What follows belongs to an exercise in optimizing a design on an open flow for small area, a short achievable clock period and few clock cycles; a production flow would make more cautious choices.
Only simulation tests tie the RTL to the original design; equivalence was not proved.
Power figures rest on the tool's default switching activity, not on a simulated workload.

File: flow/design.v
module crc16_byte (
    input  wire [15:0] crc_in,
    input  wire [7:0]  data,
    output wire [15:0] crc_out
);
    wire [7:0] t = crc_in[15:8] ^ data;
    wire x0 = t[0] ^ t[4];
    wire x1 = t[1] ^ t[5];
    wire x2 = t[2] ^ t[6];
    wire x3 = t[3] ^ t[7];
    assign crc_out[0] = x0;
    assign crc_out[1] = x1;
    assign crc_out[2] = x2;
    assign crc_out[3] = x3;
    assign crc_out[4] = t[4];
    assign crc_out[5] = t[5] ^ x0;
    assign crc_out[6] = t[6] ^ x1;
    assign crc_out[7] = t[7] ^ x2;
    assign crc_out[8] = crc_in[0] ^ x3;
    assign crc_out[9] = crc_in[1] ^ t[4];
    assign crc_out[10] = crc_in[2] ^ t[5];
    assign crc_out[11] = crc_in[3] ^ t[6];
    assign crc_out[12] = crc_in[4] ^ t[7] ^ x0;
    assign crc_out[13] = crc_in[5] ^ x1;
    assign crc_out[14] = crc_in[6] ^ x2;
    assign crc_out[15] = crc_in[7] ^ x3;
endmodule
module crc32_byte (
    input  wire [31:0] crc_in,
    input  wire [7:0]  data,
    output wire [31:0] crc_out
);
    wire [7:0] t = crc_in[7:0] ^ data;
    wire x0 = t[0] ^ t[1];
    wire x1 = t[2] ^ t[3];
    wire x2 = t[4] ^ t[5];
    wire x3 = t[6] ^ t[7];
    wire x4 = t[0] ^ t[6];
    wire x5 = t[1] ^ t[7];
    wire x6 = t[2] ^ x2;
    wire x7 = t[3] ^ t[4];
    wire x8 = t[5] ^ x0;
    wire x9 = t[0] ^ t[4];
    wire x10 = t[1] ^ t[2];
    wire x11 = t[1] ^ x3;
    wire x12 = t[3] ^ x2;
    wire x13 = t[4] ^ x0;
    wire x14 = t[5] ^ x1;
    wire x15 = t[7] ^ x6;
    wire x16 = x3 ^ x7;
    assign crc_out[0] = crc_in[8] ^ t[2];
    assign crc_out[1] = crc_in[9] ^ t[0] ^ t[3];
    assign crc_out[2] = crc_in[10] ^ x13;
    assign crc_out[3] = crc_in[11] ^ t[5] ^ x10;
    assign crc_out[4] = crc_in[12] ^ x1 ^ x4;
    assign crc_out[5] = crc_in[13] ^ x5 ^ x7;
    assign crc_out[6] = crc_in[14] ^ x2;
    assign crc_out[7] = crc_in[15] ^ t[5] ^ x4;
    assign crc_out[8] = crc_in[16] ^ x11;
    assign crc_out[9] = crc_in[17] ^ t[7];
    assign crc_out[10] = crc_in[18] ^ t[2];
    assign crc_out[11] = crc_in[19] ^ t[3];
    assign crc_out[12] = crc_in[20] ^ x9;
    assign crc_out[13] = crc_in[21] ^ x8;
    assign crc_out[14] = crc_in[22] ^ t[6] ^ x10;
    assign crc_out[15] = crc_in[23] ^ t[7] ^ x1;
    assign crc_out[16] = crc_in[24] ^ x1 ^ x9;
    assign crc_out[17] = crc_in[25] ^ x0 ^ x12;
    assign crc_out[18] = crc_in[26] ^ t[6] ^ x0 ^ x6;
    assign crc_out[19] = crc_in[27] ^ x11 ^ x14;
    assign crc_out[20] = crc_in[28] ^ x16;
    assign crc_out[21] = crc_in[29] ^ x15;
    assign crc_out[22] = crc_in[30] ^ t[6] ^ x14;
    assign crc_out[23] = crc_in[31] ^ x16;
    assign crc_out[24] = t[0] ^ x15;
    assign crc_out[25] = t[6] ^ x1 ^ x8;
    assign crc_out[26] = x1 ^ x3 ^ x13;
    assign crc_out[27] = x5 ^ x12;
    assign crc_out[28] = x2 ^ x4;
    assign crc_out[29] = x3 ^ x8;
    assign crc_out[30] = x0 ^ x3;
    assign crc_out[31] = x5;
endmodule
module nandio_core (
    input  wire        clk,
    input  wire        rst,
    input  wire        rx_valid,
    input  wire [7:0]  rx_data,
    output wire        rx_ready,
    output wire        tx_valid,
    output wire [7:0]  tx_data,
    output wire        tx_last,
    input  wire        tx_ready,
    output wire        op_valid,
    output wire [3:0]  op_code,
    output wire [31:0] op_arg,
    input  wire        op_ready,
    input  wire [7:0]  op_rdata,
    input  wire [7:0]  dev_id,
    input  wire [31:0] baud,
    input  wire [31:0] free_mem
);
    localparam [15:0] CRC16_SEED = 16'hA281;
    localparam [3:0] OP_ENABLE  = 4'd1;
    localparam [3:0] OP_DISABLE = 4'd2;
    localparam [3:0] OP_CMD     = 4'd3;
    localparam [3:0] OP_ALE     = 4'd4;
    localparam [3:0] OP_WRITE   = 4'd5;
    localparam [3:0] OP_DIR_IN  = 4'd6;
    localparam [3:0] OP_READ    = 4'd7;
    localparam [3:0] OP_WAIT    = 4'd8;
    localparam [3:0] OP_SLEEP   = 4'd9;
    localparam [2:0] T_PING    = 3'd0;
    localparam [2:0] T_BOOT    = 3'd1;
    localparam [2:0] T_RESTART = 3'd2;
    localparam [2:0] T_READID  = 3'd3;
    localparam [2:0] T_PAGE    = 3'd4;
    localparam [2:0] T_ERR1    = 3'd5;     
    localparam [2:0] T_ERR2    = 3'd6;
    localparam [2:0] T_ERR3    = 3'd7;
    localparam [1:0] P_HDR = 2'd0;
    localparam [1:0] P_PAY = 2'd1;
    localparam [1:0] P_TRL = 2'd2;
    reg        rx_rdy;
    reg [3:0]  rcnt;         
    reg        rpay;         
    reg        rcfg;         
    reg        rxq_v;        
    reg [7:0]  eng_r;        
    reg        q_c16;        
    reg        q_c32;        
    reg        q_pull;       
    reg        q_sz;         
    reg        q_dz;         
    reg        q_cmp;        
    reg        q_last;       
    reg        q_mbad;       
    reg        bad;
    reg [1:0]  clo;          
    reg [1:0]  chi;          
    reg        cfg_wait;
    reg [31:0] cfg_size;
    reg [31:0] cfg_delay;
    reg        cfg_pull;
    reg        cfg_snz;      
    reg        cfg_dnz;      
    reg        snz_p;        
    reg        dnz_p;
    reg [64:0] p;
    reg [2:0]  an;
    reg [31:0] crc;
    reg        busy;
    reg        tx_run;
    reg [2:0]  ptype;
    reg [1:0]  tph;
    reg [3:0]  tidx;
    reg        out_v;
    reg [7:0]  out_d;
    reg        out_l;
    reg        out_new;      
    reg        k_c16;        
    reg        k_c32;
    reg        k_sh;
    reg        k_i32;
    reg        k_i16;
    reg        skid_v;
    reg [7:0]  skid_d;
    reg        op_run;
    reg        oseq;         
    reg [3:0]  ostep;
    reg        op_v;         
    reg        opv_q;        
    reg [3:0]  op_c;
    reg [11:0] op_a;
    reg [19:0] op_ah;
    reg        op_rd;
    reg        op_sl;
    reg [4:0]  op_slg;       
    reg        ev_sh;        
    reg        ev_ld;
    reg        ev_dec;
    assign rx_ready = rx_rdy;
    assign tx_valid = out_v;
    assign tx_data  = out_d;
    assign tx_last  = out_l;
    assign op_valid = opv_q;
    assign op_code  = op_c;
    genvar ak;
    generate
        for (ak = 0; ak < 5; ak = ak + 1) begin : g_arg
            assign op_arg[12+4*ak+3:12+4*ak] = cfg_delay[12+4*ak+3:12+4*ak] & {4{op_slg[ak]}};
        end
    endgenerate
    assign op_arg[11:0] = op_a;
    wire rx_fire = rx_valid & rx_rdy;
    wire take    = out_v & tx_ready;
    wire tfree   = ~out_v | tx_ready;
    wire op_fire = opv_q & op_ready;
    wire ofree   = ~op_v | op_fire;
    wire rd_fire = op_fire & op_rd;
    wire [7:0]  eng_d = eng_r;
    wire [15:0] c16n;
    wire [31:0] c32n;
    crc16_byte u_c16 (.crc_in(crc[15:0]), .data(eng_d), .crc_out(c16n));
    crc32_byte u_c32 (.crc_in(crc),       .data(eng_d), .crc_out(c32n));
    wire [7:0] crc_tx_lo = !out_new ? crc[7:0] :
                           k_c16  ? c16n[7:0] :
                           k_c32  ? c32n[7:0] :
                           k_sh   ? crc[15:8] :
                           k_i32  ? 8'hFF : crc[7:0];
    wire [3:0] last_idx = rpay ? (rcfg ? 4'd12 : 4'd9) : 4'd11;
    wire [3:0] sum_len  = rpay ? (rcfg ? 4'd9 : 4'd6) : 4'd10;
    reg [7:0] magic_b;
    always @(*) begin
        case (rcnt[1:0])
            2'd0: magic_b = 8'hDE;
            2'd1: magic_b = 8'hC0;
            2'd2: magic_b = 8'hAD;
            default: magic_b = 8'hDE;
        endcase
    end
    wire crc_b_ok = (eng_r == crc[7:0]);
    wire rxq_nz   = (eng_r != 8'd0);
    wire rx_ok    = !bad && crc_b_ok;              
    wire rx_end   = rxq_v && q_last;
    wire id_ping  = (clo == 2'd0) && (chi == 2'd0);
    wire id_boot  = (clo == 2'd1) && (chi == 2'd0);
    wire id_rst   = (clo == 2'd2) && (chi == 2'd0);
    wire id_rdid  = (clo == 2'd0) && (chi == 2'd1);
    wire id_cfg   = (clo == 2'd1) && (chi == 2'd1);
    wire id_page  = (clo == 2'd2) && (chi == 2'd1);
    wire go_rx_cfg  = rx_end && !rpay && cfg_wait && rx_ok && id_cfg;
    wire go_rx_page = rx_end && !rpay && !cfg_wait && rx_ok && id_page;
    wire go_rx_hdr  = rx_end && (rpay ? (rx_ok && rcfg) : (cfg_wait && !(rx_ok && id_cfg)));
    wire go_tx      = rx_end && !go_rx_cfg && !go_rx_page && !go_rx_hdr;
    wire cmd_end    = busy && !tx_run && !op_run && !op_v;
    wire stream  = (ptype == T_READID) || (ptype == T_PAGE);
    wire rd_done = !op_run && !(op_v && op_rd);
    wire ph_hdr  = (tph == P_HDR);
    wire ph_pay  = (tph == P_PAY);
    wire is_ping = (ptype == T_PING);
    wire is_page = (ptype == T_PAGE);
    reg [7:0] const_b;
    always @(*) begin
        const_b = 8'h00;
        if (ph_hdr) begin
            case (tidx)
                4'd0: const_b = 8'hDE;
                4'd1: const_b = 8'hC0;
                4'd2: const_b = 8'hAD;
                4'd3: const_b = 8'hDE;
                4'd4: case (ptype)
                          T_BOOT:    const_b = 8'h01;
                          T_RESTART, T_PAGE: const_b = 8'h02;
                          T_ERR1, T_ERR2, T_ERR3: const_b = 8'hFF;
                          default:   const_b = 8'h00;
                      endcase
                4'd5: case (ptype)
                          T_READID, T_PAGE: const_b = 8'h01;
                          T_ERR1, T_ERR2, T_ERR3: const_b = 8'hFF;
                          default:   const_b = 8'h00;
                      endcase
                4'd6: case (ptype)
                          T_PING:    const_b = 8'h0B;
                          T_READID:  const_b = 8'h05;
                          T_PAGE:    const_b = 8'h00;
                          default:   const_b = 8'h01;
                      endcase
                default: const_b = 8'h00;
            endcase
        end else if (ph_pay && !stream) begin
            if (is_ping)
                const_b = {7'd0, tidx == 4'd1};
            else
                const_b = {6'd0, (ptype == T_ERR2) ? 2'd2 : (ptype == T_ERR1) ? 2'd1 :
                                 (ptype == T_ERR3) ? 2'd3 : 2'd0};
        end
    end
    wire       s_sz   = ph_hdr && is_page && cfg_snz && (tidx > 4'd5) && (tidx < 4'd10);
    wire [3:0] s_szk  = {4{s_sz}} & {tidx[1:0] == 2'd1, tidx[1:0] == 2'd0,
                                     tidx[1:0] == 2'd3, tidx[1:0] == 2'd2};
    wire       s_png  = ph_pay && !stream && is_ping;
    wire       s_dev  = s_png && (tidx == 4'd0);
    wire [3:0] s_bd   = {4{s_png}} & {tidx == 4'd6, tidx == 4'd5, tidx == 4'd4, tidx == 4'd3};
    wire [3:0] s_fm   = {4{s_png}} & {tidx == 4'd10, tidx == 4'd9, tidx == 4'd8, tidx == 4'd7};
    wire       s_skid = ph_pay && stream && skid_v;
    wire       s_rd   = ph_pay && stream && !skid_v;
    wire       chain = (ptype == T_BOOT) || (ptype == T_RESTART);
    wire ld_hdr  = tfree && tx_run && (tph == P_HDR);
    wire ld_pay  = tfree && tx_run && (tph == P_PAY);
    wire ld_trl  = tfree && tx_run && (tph == P_TRL);
    wire ld_skid = ld_pay && stream && skid_v;
    wire ld_rd   = ld_pay && stream && !skid_v && rd_fire;
    wire ld_str_trl = ld_pay && stream && !skid_v && !rd_fire && rd_done;
    wire ld_one  = ld_pay && !stream;
    wire tx_ld   = ld_hdr || ld_skid || ld_rd || ld_one || ld_str_trl || ld_trl;
    wire [7:0] dat_b = const_b
        | ({8{s_szk[0]}} & cfg_size[7:0])   | ({8{s_szk[1]}} & cfg_size[15:8])
        | ({8{s_szk[2]}} & cfg_size[23:16]) | ({8{s_szk[3]}} & cfg_size[31:24])
        | ({8{s_dev}}    & dev_id)
        | ({8{s_bd[0]}}  & baud[7:0])       | ({8{s_bd[1]}}  & baud[15:8])
        | ({8{s_bd[2]}}  & baud[23:16])     | ({8{s_bd[3]}}  & baud[31:24])
        | ({8{s_fm[0]}}  & free_mem[7:0])   | ({8{s_fm[1]}}  & free_mem[15:8])
        | ({8{s_fm[2]}}  & free_mem[23:16]) | ({8{s_fm[3]}}  & free_mem[31:24])
        | ({8{s_skid}}   & skid_d)          | ({8{s_rd}}     & op_rdata);
    wire       crc_sel = (tph == P_TRL) || ((tph == P_HDR) && tidx[3] && tidx[1]) ||
                         ((tph == P_PAY) && stream && !skid_v && !rd_fire);
    reg [3:0]  n_c;
    reg [7:0]  n_a;
    reg        n_sl;
    always @(*) begin
        n_c  = OP_READ;
        n_a  = 8'h00;
        n_sl = 1'b0;
        if (!oseq) begin
            case (ostep)
                4'd0:  n_c = OP_ENABLE;
                4'd1:  begin n_c = OP_CMD; n_a = 8'hFF; end
                4'd2:  begin n_c = OP_WAIT; n_a = 8'hB8; end
                4'd3:  n_c = OP_ENABLE;
                4'd4:  begin n_c = OP_CMD; n_a = 8'h90; end
                4'd5:  begin n_c = OP_ALE; n_a = 8'h01; end
                4'd6:  n_c = OP_WRITE;
                4'd7:  n_c = OP_ALE;
                4'd8:  begin n_c = OP_DIR_IN; n_a = {7'd0, cfg_pull}; end
                4'd14: n_c = OP_DISABLE;
                default: n_c = OP_READ;
            endcase
        end else begin
            case (ostep)
                4'd0:  n_c = OP_ENABLE;
                4'd1:  n_c = OP_CMD;
                4'd2:  begin n_c = OP_ALE; n_a = 8'h01; end
                4'd3:  begin n_c = OP_WRITE; n_a = ev_sh ? p[31:24] : p[23:16]; end
                4'd4:  n_c = OP_ALE;
                4'd5:  begin
                    if (cfg_dnz) begin
                        n_c = OP_SLEEP; n_a = cfg_delay[7:0]; n_sl = 1'b1;
                    end else begin
                        n_c = OP_CMD; n_a = 8'h30;
                    end
                end
                4'd6:  begin n_c = OP_DIR_IN; n_a = {7'd0, cfg_pull}; end
                4'd7:  begin n_c = OP_WAIT; n_a = 8'hB8; end
                4'd8:  n_c = OP_READ;
                default: n_c = OP_DISABLE;
            endcase
        end
    end
    wire [3:0] n_ah = n_sl ? cfg_delay[11:8] : ((n_c == OP_WAIT) ? 4'hB : 4'h0);
    wire       n_rd = (n_c == OP_READ);
    wire [7:0] gz;                 
    wire [7:0] gb;                 
    reg  [31:0] dflip;
    genvar gk;
    generate
        for (gk = 0; gk < 8; gk = gk + 1) begin : g_dec
            assign gz[gk] = ~|p[4*gk+3:4*gk];
        end
    endgenerate
    assign gb[0] = 1'b1;
    assign gb[1] = gz[0];
    assign gb[2] = &gz[1:0];
    assign gb[3] = &gz[2:0];
    assign gb[4] = &gz[3:0];
    assign gb[5] = gb[4] & gz[4];
    assign gb[6] = gb[4] & (&gz[5:4]);
    assign gb[7] = gb[4] & (&gz[6:4]);
    integer di;
    always @(*) begin
        for (di = 0; di < 8; di = di + 1) begin
            dflip[4*di]   = gb[di];
            dflip[4*di+1] = gb[di] & ~p[4*di];
            dflip[4*di+2] = gb[di] & ~(p[4*di] | p[4*di+1]);
            dflip[4*di+3] = gb[di] & ~(p[4*di] | p[4*di+1] | p[4*di+2]);
        end
    end
    wire p_up0  = ~(p[2] | p[3]) & (&gz[7:1]);
    wire p_last = p_up0 & (ev_dec ? (p[1] & ~p[0]) : (~p[1] & p[0]));    
    wire op_v_n   = ofree ? op_run : op_v;
    wire op_rd_n  = ofree ? (op_run && n_rd) : op_rd;
    wire skid_v_n = rd_fire ? !ld_rd : (ld_skid ? 1'b0 : skid_v);
    wire start_hdr = go_rx_hdr || cmd_end;
    wire [31:0] crc_c16 = {c32n[31:16], c16n};
    wire [31:0] crc_sh  = {8'hFF, crc[31:8]};
    wire        init16  = start_hdr || go_tx;
    wire        init32  = go_rx_cfg || go_rx_page;
    wire a_i16 = init16 || (out_new && k_i16);
    wire a_i32 = init32 || (out_new && k_i32);
    wire a_c16 = (rxq_v && q_c16) || (out_new && k_c16);
    wire a_c32 = (rxq_v && q_c32) || (out_new && k_c32);
    wire a_sh  = (rxq_v && q_cmp) || (out_new && k_sh);
    always @(posedge clk) begin
        if (rst || a_i16)
            crc <= {16'hFFFF, CRC16_SEED};
        else if (a_i32)
            crc <= 32'hFFFFFFFF;
        else if (a_c16)
            crc <= crc_c16;
        else if (a_c32)
            crc <= c32n;
        else if (a_sh)
            crc <= crc_sh;
    end
    task start_rx;
        input pay;
        input cfg;
        begin
            rx_rdy <= 1'b1;
            rcnt   <= 4'd0;
            rpay   <= pay;
            rcfg   <= cfg;
            bad    <= 1'b0;
            snz_p  <= 1'b0;
            dnz_p  <= 1'b0;
        end
    endtask
    task start_tx;
        input [2:0] t;
        begin
            busy   <= 1'b1;
            tx_run <= 1'b1;
            ptype  <= t;
            tph    <= P_HDR;
            tidx   <= 4'd0;
        end
    endtask
    always @(posedge clk) begin
        if (rst) begin
            rx_rdy   <= 1'b1;
            rcnt     <= 4'd0;
            rpay     <= 1'b0;
            rcfg     <= 1'b0;
            rxq_v    <= 1'b0;
            bad      <= 1'b0;
            cfg_wait <= 1'b0;
            cfg_pull <= 1'b0;
            cfg_snz  <= 1'b0;
            cfg_dnz  <= 1'b0;
            busy     <= 1'b0;
            tx_run   <= 1'b0;
            out_v    <= 1'b0;
            out_new  <= 1'b0;
            ev_sh    <= 1'b0;
            ev_ld    <= 1'b0;
            ev_dec   <= 1'b0;
            skid_v   <= 1'b0;
            op_run   <= 1'b0;
            op_v     <= 1'b0;
            opv_q    <= 1'b0;
        end else begin
            rxq_v <= rx_fire;
            if (rx_fire) begin
                eng_r  <= rx_data;
                rcnt   <= rcnt + 4'd1;
                q_c16  <= !rpay && (rcnt < 4'd10);
                q_c32  <= rpay && (rcnt < sum_len);
                q_pull <= rcfg && (rcnt == 4'd8);
                q_sz   <= rcfg && (rcnt < 4'd4);
                q_dz   <= rcfg && (rcnt[3:2] == 2'd1);
                q_cmp  <= (rcnt >= sum_len);
                q_last <= (rcnt == last_idx);
                q_mbad <= !rpay && (rcnt < 4'd4) && (rx_data != magic_b);
                if (rcnt == last_idx)
                    rx_rdy <= 1'b0;
                if (!rpay && rcnt == 4'd4)
                    clo <= (rx_data == 8'h00) ? 2'd0 : (rx_data == 8'h01) ? 2'd1 :
                           (rx_data == 8'h02) ? 2'd2 : 2'd3;
                if (!rpay && rcnt == 4'd5)
                    chi <= (rx_data == 8'h00) ? 2'd0 : (rx_data == 8'h01) ? 2'd1 : 2'd2;
            end
            if (rxq_v) begin
                if (q_mbad || (q_cmp && !crc_b_ok))
                    bad <= 1'b1;
                if (q_sz && rxq_nz)
                    snz_p <= 1'b1;
                if (q_dz && rxq_nz)
                    dnz_p <= 1'b1;
                if (q_c32) begin
                    if (q_pull)
                        p[64] <= rxq_nz;
                    else
                        p[63:0] <= {eng_r, p[63:8]};
                end
            end
            if (rx_end) begin
                if (!rpay) begin
                    if (cfg_wait) begin
                        if (rx_ok && id_cfg)
                            start_rx(1'b1, 1'b1);
                        else
                            start_rx(1'b0, 1'b0);
                    end else if (!rx_ok) begin
                        start_tx(T_ERR3);
                    end else if (id_ping) begin
                        start_tx(T_PING);
                    end else if (id_boot) begin
                        start_tx(T_BOOT);
                    end else if (id_rst) begin
                        start_tx(T_RESTART);
                    end else if (id_rdid) begin
                        start_tx(T_READID);
                        op_run <= 1'b1;
                        oseq   <= 1'b0;
                        ostep  <= 4'd0;
                    end else if (id_page) begin
                        start_rx(1'b1, 1'b0);
                    end else begin
                        start_tx(T_ERR1);
                    end
                end else begin
                    if (!rx_ok) begin
                        cfg_wait <= 1'b0;
                        start_tx(T_ERR3);
                    end else if (rcfg) begin
                        cfg_size  <= p[31:0];
                        cfg_delay <= p[63:32];
                        cfg_pull  <= p[64];
                        cfg_snz   <= snz_p;
                        cfg_dnz   <= dnz_p;
                        cfg_wait  <= 1'b0;
                        start_rx(1'b0, 1'b0);
                    end else begin
                        start_tx(T_PAGE);
                        an     <= (p[63:56] > 8'd5) ? 3'd5 : p[58:56];
                        op_run <= cfg_snz;
                        oseq   <= 1'b1;
                        ostep  <= 4'd0;
                    end
                end
            end
            if (cmd_end) begin
                busy <= 1'b0;
                if (ptype == T_READID)
                    cfg_wait <= 1'b1;
                start_rx(1'b0, 1'b0);
            end
            if (rd_fire)
                skid_d <= op_rdata;
            skid_v <= skid_v_n;
            if (tfree)
                out_v <= 1'b0;
            out_new <= tx_ld;
            if (tx_ld) begin
                out_d <= crc_sel ? crc_tx_lo : dat_b;
                eng_r <= dat_b;
            end
            if (ld_hdr) begin
                out_v <= 1'b1;
                out_l <= 1'b0;
                k_c16 <= (tidx < 4'd10);
                k_c32 <= 1'b0;
                k_sh  <= (tidx == 4'd10);
                k_i32 <= (tidx == 4'd11);
                k_i16 <= 1'b0;
                tidx  <= tidx + 4'd1;
                if (tidx == 4'd11) begin
                    tph  <= P_PAY;
                    tidx <= 4'd0;
                end
            end
            if (ld_skid || ld_rd || ld_one) begin
                out_v <= 1'b1;
                out_l <= 1'b0;
                k_c16 <= 1'b0;
                k_c32 <= 1'b1;
                k_sh  <= 1'b0;
                k_i32 <= 1'b0;
                k_i16 <= 1'b0;
            end
            if (ld_one) begin
                tidx <= tidx + 4'd1;
                if (ptype != T_PING || tidx == 4'd10) begin
                    tph  <= P_TRL;
                    tidx <= 4'd0;
                end
            end
            if (ld_str_trl || ld_trl) begin
                out_v <= 1'b1;
                out_l <= (tidx == 4'd3);
                k_c16 <= 1'b0;
                k_c32 <= 1'b0;
                k_sh  <= (tidx != 4'd3);
                k_i32 <= 1'b0;
                k_i16 <= (tidx == 4'd3) && chain;
                tidx  <= tidx + 4'd1;
                tph   <= P_TRL;
                if (tidx == 4'd3) begin
                    if (chain) begin
                        ptype <= T_ERR2;
                        tph   <= P_HDR;
                        tidx  <= 4'd0;
                    end else begin
                        tx_run <= 1'b0;
                    end
                end
            end
            ev_sh  <= 1'b0;
            ev_ld  <= 1'b0;
            ev_dec <= 1'b0;
            if (ev_sh)
                p[63:0] <= {8'h00, p[63:8]};
            if (ev_ld)
                p[31:0] <= cfg_size;
            if (ev_dec)
                p[31:0] <= p[31:0] ^ dflip;
            op_v  <= op_v_n;
            op_rd <= op_rd_n;
            opv_q <= op_v_n && !(op_rd_n && skid_v_n);
            if (ofree && op_run) begin
                op_c  <= n_c;
                op_a  <= {n_ah, n_a};
                op_sl <= n_sl;
                op_slg <= {5{n_sl}} & {|cfg_delay[31:28], |cfg_delay[27:24], |cfg_delay[23:20],
                                       |cfg_delay[19:16], |cfg_delay[15:12]};
                ostep <= ostep + 4'd1;
                if (!oseq) begin
                    if (ostep == 4'd14)
                        op_run <= 1'b0;
                end else begin
                    case (ostep)
                        4'd2: if (an == 3'd0) ostep <= 4'd4;
                        4'd3: begin
                            ev_sh <= 1'b1;
                            an <= an - 3'd1;
                            if (an != 3'd1) ostep <= 4'd3;
                        end
                        4'd4: ev_ld <= 1'b1;
                        4'd8: begin
                            ev_dec <= 1'b1;
                            if (!p_last) ostep <= 4'd8;
                        end
                        4'd9: op_run <= 1'b0;
                        default: ;
                    endcase
                end
            end
        end
    end
endmodule
File: flow/flow/run.sh
#!/bin/bash
set -euo pipefail
bash standard.sh SETUP_SLACK_MARGIN=6.8 CORE_UTILIZATION=60 \
  "BUFFER_PORTS_ARGS=-buffer_cell sky130_fd_sc_hd__buf_2" \
  CTS_BUF_LIST=sky130_fd_sc_hd__clkbuf_8 \
  finish > standard_flow.log 2>&1
File: flow/standard.sh
#!/bin/bash
# synth_recipe.tcl (not shown) runs the flow's synth.tcl, then flattens the netlist and writes it again
# the make line also repeats each setting of config.mk as NAME=value (left out here)
make -C /OpenROAD-flow-scripts/flow DESIGN_CONFIG=/design/flow/config.mk WORK_HOME=/design/flow/orfs CLKGATE_MAP_FILE= SYNTH_SCRIPT=/design/flow/synth_recipe.tcl "${@:-finish}"
File: flow/config.mk
export PLATFORM = sky130hd
export DESIGN_NAME = nandio_core
export DESIGN_NICKNAME = nandio_core
export VERILOG_FILES = /design/flow/design.v
export SDC_FILE = /design/flow/constraint.sdc
export NUM_CORES = 4
export LEC_CHECK = 0
export CAP_MARGIN = 20
export CORE_MARGIN = 2
export CORE_UTILIZATION = 40
export SLEW_MARGIN = 20
File: flow/constraint.sdc
create_clock -name core_clock -period 10.0 [get_ports {clk}]
set_input_delay 2.0000 -clock core_clock [delete_from_list [all_inputs] [get_ports {clk}]]
set_output_delay 2.0000 -clock core_clock [all_outputs]
set_load 0.01 [all_outputs]
==> impl_metrics.csv, run 1 <==
group,metric,value,unit
status,outcome,"no timing/DRC/antenna violations",
worst_setup_path,critPathRequiredTime,8.00,ns
worst_setup_path,crit_path_max_incr_delay,0.44,ns
placed_design,gp_congestion,0.916,
timing,whs,0.446,ns
synthesis,synth_top_area_share,0.423,
synthesis,syn_inst,1472,
timing,slew_viol_final,0,
routing,wl_per_cell,20.7,um
timing,max_freq,303,MHz
placed_design,place_area,0.0161,sq mm
power_and_ir_drop,sequentialPowerShare,0.488,
finish,drive_above_1_share,0.179,
worst_setup_path,endpoint_kind,"output port",
global_routing,grt_usage,0.305,
run,maxCapViolations,0,
min_path,min_path_type,"flip-flop to flip-flop",
routing,wirelength,40.3,mm
cts,numCtsBuffers,45,
power_and_ir_drop,power_switching,697,uW
synthesis,synth_seq_area_share,0.498,
routing,met3_length,2.98,mm
timing,finalCritPeriodShare,0.330,
cts,clk_latency,0.57,ns
routing,dr_wl_met2,18.7,mm
power_and_ir_drop,power.density,151,mW/mm^2
synthesis,yosys_warnings,1,
cts,cts.sinks,268,
timing,worst_slew_pin_slew,1.14,ns
power_and_ir_drop,peakVddDrop,0.140,mV
timing,maxSlewHeadroom,0.241,
worst_setup_path,crit_path_cell_trace,"and2_1 -> buf_2",
worst_setup_path,cp_slowest_cell,"edfxtp_1",
worst_setup_path,path_max_fanout,4,
synthesis,ys_ff_latch,268,
routing,drt-initial-drc-count,1335,
synthesis,syn_area,0.0150,sq mm
cts,clk_pin_slew,0.06,ns
routing,vias,12200,
synthesis,synth_edf_count,212,
placed_design,port_buffers,140,
timing,grt_setup_unrepaired,"true",
finish,final_area,0.0172,sq mm
die,die_x,162,um
synthesis,yosysMostFrequentCell,"edfxtp_1",
cts,holdBufCountCts,0,
routing,vias_per_cell,6.27,
routing,wl_met1,17.3,mm
power_and_ir_drop,leakage,6.33,nW
die,fp.dieArea,0.0264,sq mm
power_and_ir_drop,sw_frac_of_total,0.269,
timing,finalClockSkew,0.0278,ns
die,core,0.0245,sq mm
timing,setup-tns-final,0,ns
global_routing,grt_pass1_wl,63.4,mm
finish,final_util,0.702,
routing,routed.top_layer,"met4",
power_and_ir_drop,power.share.clock,0.365,
synthesis,synth_commonest_cells,"edfxtp_1, nor2_1, nand2_1",
routing,drc_errors,0,
finish,nets,1718,
synthesis,synth_ff_type,"edfxtp_1",
cts,cts_tree,"yes",
worst_setup_path,startpoint_type,"flip-flop",
die,initial_core_util,0.615,
synthesis,synth_area_leaders,"edfxtp_1, dfxtp_1, xnor2_1",
timing,hold_viol_final,0,
routing,first_pass_iters,7,
finish,fill_cells,1863,
timing,fin_crit,3.30,ns
power_and_ir_drop,p_comb_frac,0.147,
die,placementRows,57,
cts,cts_root_buf,"clkbuf_8",
worst_setup_path,worstPathArrival,1.30,ns
cts,h-tree-depth,2,
global_routing,overflow,0,
die,num_io_pins,141,
synthesis,synth.avg_cell_area,10.2,sq um
synthesis,synth_largest_area_cell,"edfxtp_1",
finish,n_antenna_cell,0,
synthesis,synth_nets,1601,
routing,postRouteAntennaNets,0,
synthesis,async_reset_ff_frac,0,
global_routing,antenna_found_initial,0,
worst_setup_path,worstSetupPathType,"flip-flop to output port",
global_routing,grt_max_degree,67,
synthesis,ys_types,78,
global_routing,grt_pass1_vias,11700,
power_and_ir_drop,power.total,2.59,mW
die,die_h,162,um
finish,syn_to_final_growth,14.1,%
worst_setup_path,r2r_slack,6.88,ns
cts,clock_path_buffers,3,
power_and_ir_drop,p_int,1.89,mW
timing,setup_viol,0,
placed_design,dpl.hpwl,28.2,mm
## critical path, delay by kind of cell, from the launching register on
family	cells	cell delay, ns
buffers and inverters	1	0.13
AND/OR/NAND/NOR	1	0.17
flip-flops	1	0.44
## power groups by stage
stage                     Clock (mW)  Sequential [mW]  Combinational (mW)
after floorplan                    0             1.26               0.284
final                          0.945             1.26               0.381
after CTS                      0.953             1.26               0.374
after global placement             0             1.28               0.362
after detailed placement           0             1.28               0.364
after global routing            1.00             1.27               0.413
## registers in the layout, indices dropped and copies added (netlist names), 2 cells and up
| signal | count |
|---|---|
| p | 65 |
| cfg_delay | 32 |
| cfg_size | 32 |
| crc | 32 |
| op_a | 12 |
| eng_r | 8 |
| out_d | 8 |
| skid_d | 8 |
| op_slg | 5 |
| op_c | 4 |
| ostep | 4 |
| rcnt | 4 |
| tidx | 4 |
| an | 3 |
| ptype | 3 |
| chi | 2 |
| clo | 2 |
| tph | 2 |
## metrics by stage
stage                     instances  worst slack [ns]
final                          1948              6.70
after global routing           1948              6.65
after CTS                      1947              6.67
after detailed placement       1858              5.75
after global placement         1858              5.83
after floorplan                1472              5.91
## per-layer routing
| layer | GRT usage | up-vias |
|---|---|---|
| li1 | - | 5744 |
| met1 | 0.428 | 5866 |
| met2 | 0.488 | 522 |
| met3 | 0.0448 | 88 |
| met4 | 0.108 | 0 |
| met5 | 0 | - |
## cell usage in the layout (no fill, tap or decap), drive strengths merged, types with 37 or more instances in the layout
master,count
nand2,112
nor3,37
a21oi,74
mux2i,38
o21ai,91
edfxtp,212
dfxtp,56
xnor2,71
nor2b,37
nor2,120
buf,162
inv,60
clkbuf,48
## area by class of cell
| class | instances | area (sq um) | share of cell area |
|---|---|---|---|
| Timing Repair Buffer | 162 | 922 | 0.0537 |
| Inverter | 44 | 169 | 0.00984 |
| Multi-Input combinational cell | 1068 | 7310 | 0.426 |
| Clock inverter | 34 | 203 | 0.0118 |
| Tap cell | 324 | 405 | 0.0236 |
| Clock buffer | 48 | 661 | 0.0385 |
| Sequential cell | 268 | 7490 | 0.436 |
## cell families (layout without fill, tap and decap cells)
family                     Yosys count  in the layout  synth area share
and+or+nand+nor                    483            483             0.163
AOI/OAI and AO/OA                  391            391             0.173
DFF                                268            268             0.498
buffers and inverters              136            288            0.0343
xor gates and xnor gates           107            107            0.0669
muxes                               50             50            0.0343
adders and majority gates           37             37            0.0306
## path summary, 6_finish.rpt
| kind | cells past startpoint | to | start |
|---|---|---|---|
| setup / recovery | 2 | op_arg[24] | op_slg[3] |
| hold / removal | 0 | cfg_delay[8] | p[40] |
| setup reg to reg | 8 | out_d[2] | eng_r[0] |
| hold reg to reg | 0 | cfg_delay[8] | p[40] |
## timing repair
item	CTS	global route
pin swaps	8	4
buffers inserted	7	0
gates cloned	0	0
endpoints found under the setup margin	127	99
gates resized for setup	16	12
Testbench counts, summed over its fixed seeds: cycles 95,848.
==> run 2, diff against run 1 <==
--- a/flow/design.v
+++ b/flow/design.v
@@ -303,6 +303,13 @@
         | ({8{s_fm[0]}}  & free_mem[7:0])   | ({8{s_fm[1]}}  & free_mem[15:8])
         | ({8{s_fm[2]}}  & free_mem[23:16]) | ({8{s_fm[3]}}  & free_mem[31:24])
         | ({8{s_skid}}   & skid_d)          | ({8{s_rd}}     & op_rdata);
+    wire k_n_c16 = (tph == P_HDR) && (tidx < 4'd10);
+    wire k_n_c32 = (tph == P_PAY) && (!stream || skid_v || rd_fire);
+    wire k_n_sh  = ((tph == P_HDR) && (tidx == 4'd10)) ||
+                   ((tph == P_PAY) && stream && !skid_v && !rd_fire) ||
+                   ((tph == P_TRL) && (tidx != 4'd3));
+    wire k_n_i32 = (tph == P_HDR) && (tidx == 4'd11);
+    wire k_n_i16 = (tph == P_TRL) && (tidx == 4'd3) && chain;
     wire       crc_sel = (tph == P_TRL) || ((tph == P_HDR) && tidx[3] && tidx[1]) ||
                          ((tph == P_PAY) && stream && !skid_v && !rd_fire);
     reg [3:0]  n_c;
@@ -426,6 +433,22 @@
         end
     endtask
     always @(posedge clk) begin
+        q_c16  <= !rpay && (rcnt < 4'd10);
+        q_c32  <= rpay && (rcnt < sum_len);
+        q_pull <= rcfg && (rcnt == 4'd8);
+        q_sz   <= rcfg && (rcnt < 4'd4);
+        q_dz   <= rcfg && (rcnt[3:2] == 2'd1);
+        q_cmp  <= (rcnt >= sum_len);
+        q_last <= (rcnt == last_idx);
+        q_mbad <= !rpay && (rcnt < 4'd4) && (rx_data != magic_b);
+        eng_r  <= rx_rdy ? rx_data : dat_b;
+        k_c16  <= k_n_c16;
+        k_c32  <= k_n_c32;
+        k_sh   <= k_n_sh;
+        k_i32  <= k_n_i32;
+        k_i16  <= k_n_i16;
+    end
+    always @(posedge clk) begin
         if (rst) begin
             rx_rdy   <= 1'b1;
             rcnt     <= 4'd0;
@@ -451,16 +474,7 @@
         end else begin
             rxq_v <= rx_fire;
             if (rx_fire) begin
-                eng_r  <= rx_data;
                 rcnt   <= rcnt + 4'd1;
-                q_c16  <= !rpay && (rcnt < 4'd10);
-                q_c32  <= rpay && (rcnt < sum_len);
-                q_pull <= rcfg && (rcnt == 4'd8);
-                q_sz   <= rcfg && (rcnt < 4'd4);
-                q_dz   <= rcfg && (rcnt[3:2] == 2'd1);
-                q_cmp  <= (rcnt >= sum_len);
-                q_last <= (rcnt == last_idx);
-                q_mbad <= !rpay && (rcnt < 4'd4) && (rx_data != magic_b);
                 if (rcnt == last_idx)
                     rx_rdy <= 1'b0;
                 if (!rpay && rcnt == 4'd4)
@@ -543,16 +557,10 @@
             out_new <= tx_ld;
             if (tx_ld) begin
                 out_d <= crc_sel ? crc_tx_lo : dat_b;
-                eng_r <= dat_b;
             end
             if (ld_hdr) begin
                 out_v <= 1'b1;
                 out_l <= 1'b0;
-                k_c16 <= (tidx < 4'd10);
-                k_c32 <= 1'b0;
-                k_sh  <= (tidx == 4'd10);
-                k_i32 <= (tidx == 4'd11);
-                k_i16 <= 1'b0;
                 tidx  <= tidx + 4'd1;
                 if (tidx == 4'd11) begin
                     tph  <= P_PAY;
@@ -562,11 +570,6 @@
             if (ld_skid || ld_rd || ld_one) begin
                 out_v <= 1'b1;
                 out_l <= 1'b0;
-                k_c16 <= 1'b0;
-                k_c32 <= 1'b1;
-                k_sh  <= 1'b0;
-                k_i32 <= 1'b0;
-                k_i16 <= 1'b0;
             end
             if (ld_one) begin
                 tidx <= tidx + 4'd1;
@@ -578,11 +581,6 @@
             if (ld_str_trl || ld_trl) begin
                 out_v <= 1'b1;
                 out_l <= (tidx == 4'd3);
-                k_c16 <= 1'b0;
-                k_c32 <= 1'b0;
-                k_sh  <= (tidx != 4'd3);
-                k_i32 <= 1'b0;
-                k_i16 <= (tidx == 4'd3) && chain;
                 tidx  <= tidx + 4'd1;
                 tph   <= P_TRL;
                 if (tidx == 4'd3) begin
==> run 2 against run 1 <==
  * Non-clock buffer count down 3
  * Die area down 0.38%
  * Combinational power down 29%
  * Critical endpoint unchanged
==> impl_metrics.csv, run 2 <==
group,metric,value,unit
routing,postRouteAntennaNets,0,
worst_setup_path,cpLargestDelayFamily,"flip-flops",
status,outcome,"no timing/DRC/antenna violations",
placed_design,place_area,0.0159,sq mm
synthesis,synth_commonest_cells,"edfxtp_1, nor2_1, nand2_1",
placed_design,port_buffers,140,
placed_design,post-place-ws,5.98,ns
timing,hold_viol_final,0,
synthesis,synth-simple-area-share,0.162,
global_routing,grt_pass1_wl,62.5,mm
die,num_io_pins,141,
timing,fin_crit,3.30,ns
worst_setup_path,worstSetupPathType,"flip-flop to output port",
routing,met3_length,3.06,mm
worst_setup_path,cp_slowest_cell,"edfxtp_1",
die,die_h,162,um
synthesis,synth.avg_cell_area,10.1,sq um
synthesis,ys_types,83,
die,placementRows,57,
timing,setup_ws,6.70,ns
power_and_ir_drop,peakVddDrop,0.136,mV
synthesis,yosys_warnings,1,
finish,final_util,0.696,
routing,wirelength,39.6,mm
worst_setup_path,crit_path_max_incr_delay,0.43,ns
finish,largest_reg_flops,65,
cts,h-tree-depth,2,
cts,cts.sinks,268,
synthesis,synth_largest_area_cell,"edfxtp_1",
die,initial_core_util,0.615,
timing,worst_slew_pin_slew,1.02,ns
finish,seq_area,0.00728,sq mm
global_routing,grt_max_degree,67,
synthesis,synth_ff_type,"edfxtp_1",
cts,clk_latency,0.59,ns
finish,max_flop_register,"p",
finish,nets,1729,
finish,drive_above_1_share,0.177,
power_and_ir_drop,leakage,6.35,nW
cts,numCtsBuffers,45,
finish,multi_input_area,0.00734,sq mm
synthesis,async_reset_ff_frac,0,
finish,final_area,0.0170,sq mm
synthesis,synthAdderAreaFrac,0.0315,
synthesis,ys_ff_latch,268,
timing,finalCritPeriodShare,0.330,
min_path,min_path_type,"flip-flop to flip-flop",
timing,setup_viol,0,
worst_setup_path,worstPathArrival,1.30,ns
synthesis,synth_edf_count,191,
finish,fin_cells,1960,
worst_setup_path,crit_path_cell_trace,"and2_1 -> buf_2",
global_routing,overflow,0,
synthesis,synth_area_leaders,"edfxtp_1, dfxtp_1, xnor2_1",
synthesis,synth_seq_area_share,0.485,
global_routing,grt_usage,0.300,
placed_design,gp_congestion,0.965,
power_and_ir_drop,power.density,146,mW/mm^2
synthesis,synth_compound_area_frac,0.177,
global_routing,antenna_found_initial,1,
cts,clock_path_buffers,3,
worst_setup_path,critPathBufInv,1,
finish,syn_to_final_growth,13.3,%
timing,maxSlewHeadroom,0.315,
routing,drc_errors,0,
run,maxCapViolations,0,
cts,cts_tree,"yes",
die,fp.dieArea,0.0263,sq mm
synthesis,yosysMostFrequentCell,"edfxtp_1",
finish,layout_commonest_cell,"edfxtp_1",
routing,dr_wl_met2,18.3,mm
placed_design,dp.cells,1870,
timing,max_freq,303,MHz
placed_design,dpl.hpwl,27.7,mm
synthesis,synthMuxAreaShare,0.0332,
routing,vias,12200,
cts,clk_pin_slew,0.06,ns
worst_setup_path,path_max_fanout,4,
worst_setup_path,startpoint_type,"flip-flop",
timing,slew_viol_final,0,
routing,wl_per_cell,20.2,um
timing,finalClockSkew,0.0335,ns
routing,drt-initial-drc-count,1252,
worst_setup_path,critPathRequiredTime,8.00,ns
routing,wl_met1,17.0,mm
worst_setup_path,endpoint_kind,"output port",
finish,fill_cells,1959,
synthesis,synth_xor_area_frac,0.0747,
die,die_x,162,um
synthesis,syn_inst,1487,
die,core,0.0244,sq mm
timing,setup-tns-final,0,ns
finish,final_cell_mix,"edfxtp_1, buf_2, nor2_1, nand2_1, a21oi_1",
routing,first_pass_iters,6,
routing,routed.top_layer,"met4",
synthesis,synth_nets,1617,
timing,grt_setup_unrepaired,"true",
global_routing,grt_pass1_vias,11600,
cts,cts_root_buf,"clkbuf_8",
synthesis,synth_top_area_share,0.383,
synthesis,syn_area,0.0150,sq mm
routing,vias_per_cell,6.24,
synthesis,synth_top_family_by_area,"compound AO/OA/AOI/OAI gates",
-- run 2: cell types whose count changed after synthesis, moves of 8 or more --
cell	previous run	this run
dfxtp_1	56	77
edfxtp_1	212	191
nor2_1	120	138
o21ai_0	91	74
a21oi_1	74	89
nand2b_1	25	16
nor2b_1	37	46
nand4_1	11	3
o31ai_1	6	14
-- run 2: logic make-up after synthesis --
logic type	after synthesis
xor gates and xnor gates	114
adders and majority gates	38
buffers and inverters	140
muxes	48
and+or+nand+nor	485
AOI/OAI and AO/OA	394
DFF	268
-- run 2: through the flow --
stage	hold slack (ns)	power [mW]
after floorplan	0.406	1.44
after global placement	0.426	1.51
after detailed placement	0.437	1.51
after CTS	0.452	2.49
after global routing	0.464	2.57
final	0.454	2.49
-- run 2: worst paths after layout --
kind / from / to / slack, ns / depth (start not counted)
setup / recovery: op_slg[3] / op_arg[24] / 6.70 / 2
hold / removal: p[53] / p[45] / 0.45 / 0
setup reg to reg: tidx[0] / out_d[7] / 6.89 / 8
hold reg to reg: p[53] / p[45] / 0.45 / 0
-- run 2: final cells by class --
class | instances | area share
multi-input cells | 1079 | 0.432
diodes | 1 | 0.000147
well taps | 324 | 0.0239
repair buffers | 159 | 0.0512
clock buffers | 51 | 0.0413
inverters | 46 | 0.0102
flip-flops and latches | 268 | 0.429
clock inverters | 32 | 0.0120
-- run 2: worst reg2reg max path, delay by kind of cell (launching register included) --
family          cells  cell delay [ns]
flops               1             0.47
fa+ha+maj           1             0.21
simple gates        1             0.66
buf+inv             2             0.36
compound gates      4             1.20
-- run 2: power by group --
part / internal (mW) / total [mW] / switching, mW / leakage (nW)
Sequential: 1.20 / 1.23 / 0.0319 / 2.38
Combinational: 0.128 / 0.271 / 0.143 / 3.45
Clock: 0.524 / 0.987 / 0.463 / 0.519
Total: 1.85 / 2.49 / 0.638 / 6.35
-- run 2: per-layer routing --
metal,up-vias,global-route usage
met4,0,0.0909
li1,5736,-
met3,99,0.0490
met1,5886,0.428
met2,510,0.475
met5,-,0
-- run 2: repair_timing --
action / 4_1_cts / 5_1_grt
buffers inserted: 0 / 5
gates resized for setup: 9 / 15
pin swaps: 2 / 2
hold buffers: 0 / 0
endpoints found under the setup margin: 101 / 111
Testbench counts of run 2, summed over its fixed seeds: cycles 95,848.
==> run 3, diff against run 2 <==
==> flow/flow/run.sh (replaced) <==
#!/bin/bash
set -euo pipefail
bash standard.sh SETUP_SLACK_MARGIN=6.8 CORE_UTILIZATION=60 \
  "BUFFER_PORTS_ARGS=-buffer_cell sky130_fd_sc_hd__buf_1" \
  CTS_BUF_LIST=sky130_fd_sc_hd__clkbuf_8 \
  finish > standard_flow.log 2>&1
==> run 3 against run 2 <==
  * Worst hold slack got worse by 0.0059 ns
  * Combinational power is 2% lower
  * Sequential share of layout area up 0.48 points
  * Total power fell by 0.99%
  * Wire length is 1.4% lower
  * Clock power shrank 2%
  * Die area unchanged
  * Clock skew is 0.0060 ns lower
  * Global-route usage down 0.25 points
  * Largest cell class unchanged
  * Largest power group unchanged
==> impl_metrics.csv, run 3 <==
group,metric,value,unit
routing,vias_per_cell,6.11,
finish,drive_above_1_share,0.0986,
synthesis,synth_largest_area_cell,"edfxtp_1",
global_routing,overflow,0,
timing,hold_viol_final,0,
finish,syn_to_final_growth,12.0,%
worst_setup_path,cp_slowest_cell,"edfxtp_1",
synthesis,synth_xor_area_frac,0.0747,
min_path,min_path_type,"flip-flop to flip-flop",
cts,clk_pin_slew,0.06,ns
synthesis,yosys_warnings,1,
timing,finalClockSkew,0.0275,ns
timing,setup-tns-final,0,ns
synthesis,synthAdderAreaFrac,0.0315,
cts,h-tree-depth,2,
routing,postRouteAntennaNets,0,
synthesis,synth.avg_cell_area,10.1,sq um
synthesis,synth_nets,1617,
timing,worst_slew_pin_slew,0.956,ns
synthesis,ys_ff_latch,268,
routing,drt-initial-drc-count,1229,
die,die_h,162,um
worst_setup_path,crit_path_max_incr_delay,0.42,ns
synthesis,synth_top_area_share,0.383,
synthesis,synth_top_family_by_area,"compound AO/OA/AOI/OAI gates",
timing,grt_setup_unrepaired,"true",
cts,clock_path_buffers,3,
synthesis,yosysMostFrequentCell,"edfxtp_1",
placed_design,dpl.hpwl,27.5,mm
finish,final_cell_mix,"edfxtp_1, nor2_1, buf_1, nand2_1, a21oi_1",
synthesis,ys_types,83,
power_and_ir_drop,peakVddDrop,0.117,mV
routing,vias,12000,
routing,dr_wl_met2,18.4,mm
finish,max_flop_register,"p",
worst_setup_path,worstSetupPathType,"flip-flop to output port",
run,maxCapViolations,0,
die,num_io_pins,141,
die,placementRows,57,
worst_setup_path,worstPathArrival,1.26,ns
placed_design,dp.cells,1871,
global_routing,grt_pass1_vias,11300,
status,outcome,"no timing/DRC/antenna violations",
synthesis,synth_seq_area_share,0.485,
timing,setup_viol,0,
cts,cts.sinks,268,
finish,n_antenna_cell,0,
timing,max_freq,307,MHz
timing,maxSlewHeadroom,0.361,
worst_setup_path,cpLargestDelayFamily,"flip-flops",
power_and_ir_drop,power.density,147,mW/mm^2
synthesis,synth_ff_type,"edfxtp_1",
timing,fin_crit,3.26,ns
global_routing,antenna_found_initial,0,
synthesis,syn_inst,1487,
worst_setup_path,critPathRequiredTime,8.00,ns
synthesis,async_reset_ff_frac,0,
synthesis,synthMuxAreaShare,0.0332,
worst_setup_path,endpoint_kind,"output port",
synthesis,synth_commonest_cells,"edfxtp_1, nor2_1, nand2_1",
cts,clk_latency,0.58,ns
placed_design,place_area,0.0157,sq mm
synthesis,syn_area,0.0150,sq mm
timing,finalCritPeriodShare,0.326,
worst_setup_path,path_max_fanout,4,
synthesis,synth_area_leaders,"edfxtp_1, dfxtp_1, xnor2_1",
finish,nets,1727,
global_routing,grt_usage,0.298,
die,fp.dieArea,0.0263,sq mm
cts,holdBufCountCts,0,
worst_setup_path,critPathBufInv,1,
timing,slew_viol_final,0,
routing,wl_met1,17.3,mm
routing,wirelength,39.0,mm
finish,fin_cells,1957,
finish,layout_commonest_cell,"edfxtp_1",
finish,largest_reg_flops,65,
placed_design,gp_congestion,0.967,
routing,met3_length,2.49,mm
routing,first_pass_iters,6,
cts,cts_tree,"yes",
global_routing,grt_max_degree,67,
worst_setup_path,crit_path_cell_trace,"and2_1 -> clkbuf_2",
worst_setup_path,startpoint_type,"flip-flop",
routing,wl_per_cell,19.9,um
die,die_x,162,um
die,core,0.0244,sq mm
power_and_ir_drop,leakage,5.98,nW
die,initial_core_util,0.615,
finish,final_area,0.0168,sq mm
synthesis,synth_compound_area_frac,0.177,
global_routing,grt_pass1_wl,61.9,mm
cts,numCtsBuffers,45,
routing,drc_errors,0,
placed_design,port_buffers,140,
synthesis,synth-simple-area-share,0.162,
cts,cts_root_buf,"clkbuf_8",
synthesis,synth_edf_count,191,
routing,routed.top_layer,"met4",
## run 3: cell families after synthesis
family,Yosys count
AOI/OAI and AO/OA,394
xor gates and xnor gates,114
adders and majority gates,38
buffers and inverters,140
DFF,268
muxes,48
and+or+nand+nor,485
## run 3: layout make-up
class                      instances  area, sq um
inverter                          46          173
clock inverter                    36          234
sequential                       268         7280
timing repair buffer             157          702
fill                            1971         7600
clock buffer                      47          647
tap                              324          405
multi-input combinational       1079         7350
## run 3: worst paths after layout
check | start | depth (start not counted) | slack, ns | to
setup / recovery | op_slg[3] | 2 | 6.74 | op_arg[24]
hold / removal | p[54] | 0 | 0.45 | cfg_delay[22]
setup reg to reg | tidx[1] | 8 | 6.84 | out_d[7]
hold reg to reg | p[54] | 0 | 0.45 | cfg_delay[22]
## run 3: layer usage
metal / track usage / vias to the layer above
met2: 0.475 / 439
met3: 0.0501 / 74
met5: 0 / -
li1: - / 5723
met1: 0.427 / 5731
met4: 0.0744 / 0
## run 3: where the power goes
| group | internal [mW] | switching [mW] |
|---|---|---|
| combinational | 0.124 | 0.142 |
| sequential | 1.20 | 0.0318 |
| clock | 0.516 | 0.452 |
## run 3: what timing repair did
action,CTS,global route
pin swaps,0,0
resized for setup,9,32
setup buffers,0,2
setup endpoints to repair,102,103
## run 3: worst reg2reg max path, stage by stage (launching register included)
cell and delay, ns:
edfxtp_1 0.50, inv_1 0.13, ha_1 0.20, buf_4 0.24
o41a_1 0.59, a21bo_2 0.28, o21ai_0 0.17, or4_1 0.64
a2bb2oi_1 0.17
## run 3: stage by stage
step                 util  power, mW  hold slack, ns  setup slack (ns)
floorplan               -       1.44           0.406              5.87
global placement    0.644       1.50           0.426              5.98
detailed placement  0.645       1.51           0.436              6.33
CTS                 0.682       2.46           0.448              6.71
global route        0.689       2.55           0.470              6.67
finish              0.689       2.46           0.448              6.74

==> separate check: timing with driven ports <==
In the flow no input, the clock included, has a driving cell. The finished layouts below were timed again as built, in two steps. Step 1 sets driving cells, clkbuf_16 on the clock port and buf_2 on the other inputs (assumed; they add their load-dependent delay and slew). Step 2 times the ports against the registers' clock, not the clock port: input delays grow and output delays shrink by t, the midpoint of the rising clock arrivals with the driver on. Three values: ideal ports, drivers, drivers and shift; two values: the first two.
run | t (ns) | setup slack, ns | hold slack, ns | latest minus earliest clock arrival (ns) | pins driven straight from the clock port
run 1 | 0.601 | 6.701 / 6.654 / 6.153 | 0.446 / 0.446 / 0.446 | 0.027 / 0.027 | 1
run 2 | 0.614 | 6.698 / 6.654 / 6.293 | 0.454 / 0.454 / 0.454 | 0.034 / 0.034 | 1
run 3 | 0.613 | 6.739 / 6.691 / 6.297 | 0.448 / 0.448 / 0.448 | 0.031 / 0.032 | 1
After both steps every run listed still meets setup and hold. For run 1, which loses most, drivers alone change the setup slack by -0.047 ns; drivers and shift together by -0.548 ns.
